What follows belongs to an exercise in optimizing a design on an open flow for small area; a production flow would make more cautious choices. The RTL was checked by simulation tests, not by an equivalence proof against the original design. Power and IR drop assume default switching activity.

==> flow/design.v (excerpt) <==
module il_core (
    input  wire        clk,
    input  wire        rst,
    input  wire        start,
    input  wire [15:0] prog_len,
    output wire        busy,
    output wire [15:0] acc,
    output wire [15:0] last_line,
    output wire [4:0]  esp,
    output wire [4:0]  csp,
    output wire        prog_valid,
    output wire [15:0] prog_addr,
    input  wire        prog_ready,
    input  wire [15:0] prog_word,
    input  wire [15:0] prog_opr,
    output wire        mem_valid,
    output wire        mem_we,
    output wire [1:0]  mem_region,
    output wire [4:0]  mem_slot,
    output wire [15:0] mem_wdata,
    input  wire        mem_ready,
    input  wire [15:0] mem_rdata
);
    localparam [3:0] S_IDLE  = 4'd0,
                     S_FETCH = 4'd1,
                     S_OPEN  = 4'd2,
                     S_EPOP  = 4'd3,
                     S_MRD   = 4'd4,
                     S_WPREP = 4'd5,
                     S_MWR   = 4'd6,
                     S_ALU1  = 4'd7,
                     S_ALU2  = 4'd8,
                     S_MD    = 4'd9,
                     S_JMP   = 4'd10,
                     S_CPUSH = 4'd11,
                     S_CPOP  = 4'd12,
                     S_EWAIT = 4'd13,
                     S_ERUN  = 4'd14,
                     S_MRDG  = 4'd15;
    localparam [3:0] C_LE = 4'd0, C_LT = 4'd1, C_STOR = 4'd2, C_LOAD = 4'd4,
                     C_AND = 4'd5, C_OR = 4'd6, C_XOR = 4'd7, C_ADD = 4'd8,
                     C_SUB = 4'd9, C_MUL = 4'd10, C_DIV = 4'd11, C_GT = 4'd12,
                     C_GE = 4'd13, C_EQ = 4'd14, C_NE = 4'd15,
                     C_CLOSE = 4'd3;    
    localparam EW = 21;    
    localparam CW = 16;    
    reg [3:0]  state;
    reg [15:0] line;
    reg [15:0] acc_r;
    reg [15:0] t1;         
    reg [15:0] t2;         
    reg [1:0]  t2x;        
    reg        dsign;      
    reg [4:0]  esp_r;      
    reg [19:0] er;         
    reg        ecar;
  ...
Size in the first run: ~850 flip-flops, roughly 150 I/O pins.
==> flow/config.mk <==
export PLATFORM = sky130hd
export DESIGN_NAME = il_core
export DESIGN_NICKNAME = il_core
export VERILOG_FILES = /design/flow/design.v
export SDC_FILE = /design/flow/constraint.sdc
export NUM_CORES = 4
export LEC_CHECK = 0
export CAP_MARGIN = 20
export CORE_MARGIN = 2
export CORE_UTILIZATION = 65
export SLEW_MARGIN = 20
==> flow/constraint.sdc <==
create_clock -name core_clock -period 8.0 [get_ports {clk}]
set_input_delay 1.6000 -clock core_clock [delete_from_list [all_inputs] [get_ports {clk}]]
set_output_delay 1.6000 -clock core_clock [all_outputs]
set_load 0.01 [all_outputs]
standard.sh (not shown) runs the stock make flow with config.mk's settings and CLKGATE_MAP_FILE= SYNTH_SCRIPT=/design/flow/synth_recipe.tcl, a recipe that flattens the netlist after the stock synthesis.
==> flow/flow/run.sh <==
#!/bin/bash
# The standard layout (the standard.sh), with two changes: the port
# buffers are sky130_fd_sc_hd__buf_1, and clock tree synthesis gets its own
# clustering arguments and no dummy loads.
set -euo pipefail
bash standard.sh finish "BUFFER_PORTS_ARGS=-buffer_cell sky130_fd_sc_hd__buf_1" \
  "CTS_ARGS=-sink_clustering_enable -repair_clock_nets -sink_clustering_size 32 -sink_clustering_max_diameter 80 -buf_list sky130_fd_sc_hd__clkbuf_16 -dont_use_dummy_load" \
  > standard_flow.log 2>&1
The first run went through all stages and came out clean.
Next try:
--- a/flow/design.v
+++ b/flow/design.v
@@ -227,27 +227,20 @@
             end else begin
                 t2x   <= 2'd0;
                 t2  <= (w_ld ? wv : 16'd0) | {15'd0, w_set};
             end
         end
     end
     wire        rd_load = (code == C_LOAD);
     wire        i_load  = rd_load & neg;
     wire [15:0] rdv     = !dec_ok ? {16{i_load}} :
                           dec_bit ? {{15{i_load}}, mem_rdata[0]} : mem_rdata;
-    wire t1_f = (state == S_FETCH) && line_lt && prog_ready;
-    wire t1_e = (state == S_EPOP) && ph_e;
-    wire t1_m = ((state == S_MRD) || (state == S_MRDG)) && (!dec_ok || mem_ready);
-    wire t1_h = !(t1_f || t1_e || t1_m);
-    always @(posedge clk)
-        t1 <= ({16{t1_f}} & prog_opr) | ({16{t1_e}} & acc_r) |
-              ({16{t1_m}} & rdv) | ({16{t1_h}} & t1);
     wire e_we = (state == S_OPEN) && !esp_full && ph_e;
     wire c_we = (state == S_CPUSH) && ph_c;
     always @(posedge clk) begin
         if (rst) begin
             eclr <= 1'b1;
             ecar <= 1'b0;
         end else begin
             if (ph == 5'd19) eclr <= 1'b0;
             ecar <= e_cin & (ph_hi ? (ph != 5'd19) : (e_b ^ edn));
         end
@@ -269,20 +262,21 @@
             S_IDLE: begin
                 if (start) begin
                     line  <= 16'd0;
                     state <= S_FETCH;
                 end
             end
             S_FETCH: begin
                 if (!line_lt) begin
                     state <= S_IDLE;
                 end else if (prog_ready) begin
+                    t1   <= prog_opr;
                     code <= op_code;
                     neg  <= fn && !(op == 5'd1 && fi && !fg);    
                     line <= line_inc;    
                     case (op)
                     5'd1: begin    
                         if (fg)      state <= S_OPEN;
                         else if (fi) state <= S_ALU2;
                         else         state <= S_MRD;
                     end
                     5'd2: begin    
@@ -336,31 +330,33 @@
                     end
                 end else if (ph_e) begin
                     esp_r <= esp_nx;
                     state <= S_FETCH;
                 end
             end
             S_EPOP: begin
                 if (ph_e) begin
                     code <= e_code;
                     neg  <= e_neg;
+                    t1   <= acc_r;
                     if (e_code == C_LOAD) begin
                         state <= S_MRD;
                     end else if (e_code == C_STOR) begin
                         state <= S_WPREP;
                     end else begin
                         state <= S_ALU1;
                     end
                 end
             end
             S_MRD, S_MRDG: begin
                 if (!dec_ok || mem_ready) begin
+                    t1 <= rdv;
                     if (rd_load) state <= S_ALU2;
                     else if (state == S_MRDG) state <= S_OPEN;
                     else state <= S_ALU1;
                 end
             end
             S_WPREP: begin
                 state <= S_MWR;
             end
             S_MWR: begin
                 if (!dec_ok || mem_ready) begin
The changed run produced a clean layout.
Worst hold slack barely changes.
Non-clock buffer count is higher by 3.
Clock skew came out lower by 16 ps.
Sequential cell count is unchanged.
Cell area goes up slightly.
Via count climbs by a few percent.
Register-to-register slack is worse by 40 ps.
Combinational power fell by well over a third.
Power went down by about a fifth.
Global-route usage is higher by 1.4 points.
Sequential share of layout area hardly moves.
Sequential power decreases by roughly a tenth.
Wire length rises by a few percent.
Final cell count grows by a few percent.

static timing again, ports no longer ideal:
The results above use ideal ports. As a check the final layouts listed here were re-extracted and re-timed, cells and wires unchanged.
Step 1, drivers: a clkbuf_16 drives clk and a buf_2 each remaining input, both assumed.
Step 2 adds t to the input delays and takes it off the output delays; t is the mean of the earliest and latest rising clock arrival at the registers after step 1. Input paths then give back, and output paths get back, about the clock's delay inside the block.
a / b / c = ideal ports / drivers / drivers and shift; a / b = the first two.
| run | shift t [ns] | slack for setup (ns) | slew at the worst register clock pin (ns) | worst slew at a driven data input, ns | cell pins on the clock port's net |
|---|---|---|---|---|---|
| the first run | 0.601 | 1.821 / 1.821 / 1.821 | 0.11 / 0.11 | 0.04 | 1 |
| the second run | 0.616 | 1.785 / 1.785 / 1.785 | 0.11 / 0.11 | 0.05 | 1 |
After both steps every run listed still meets setup and hold.
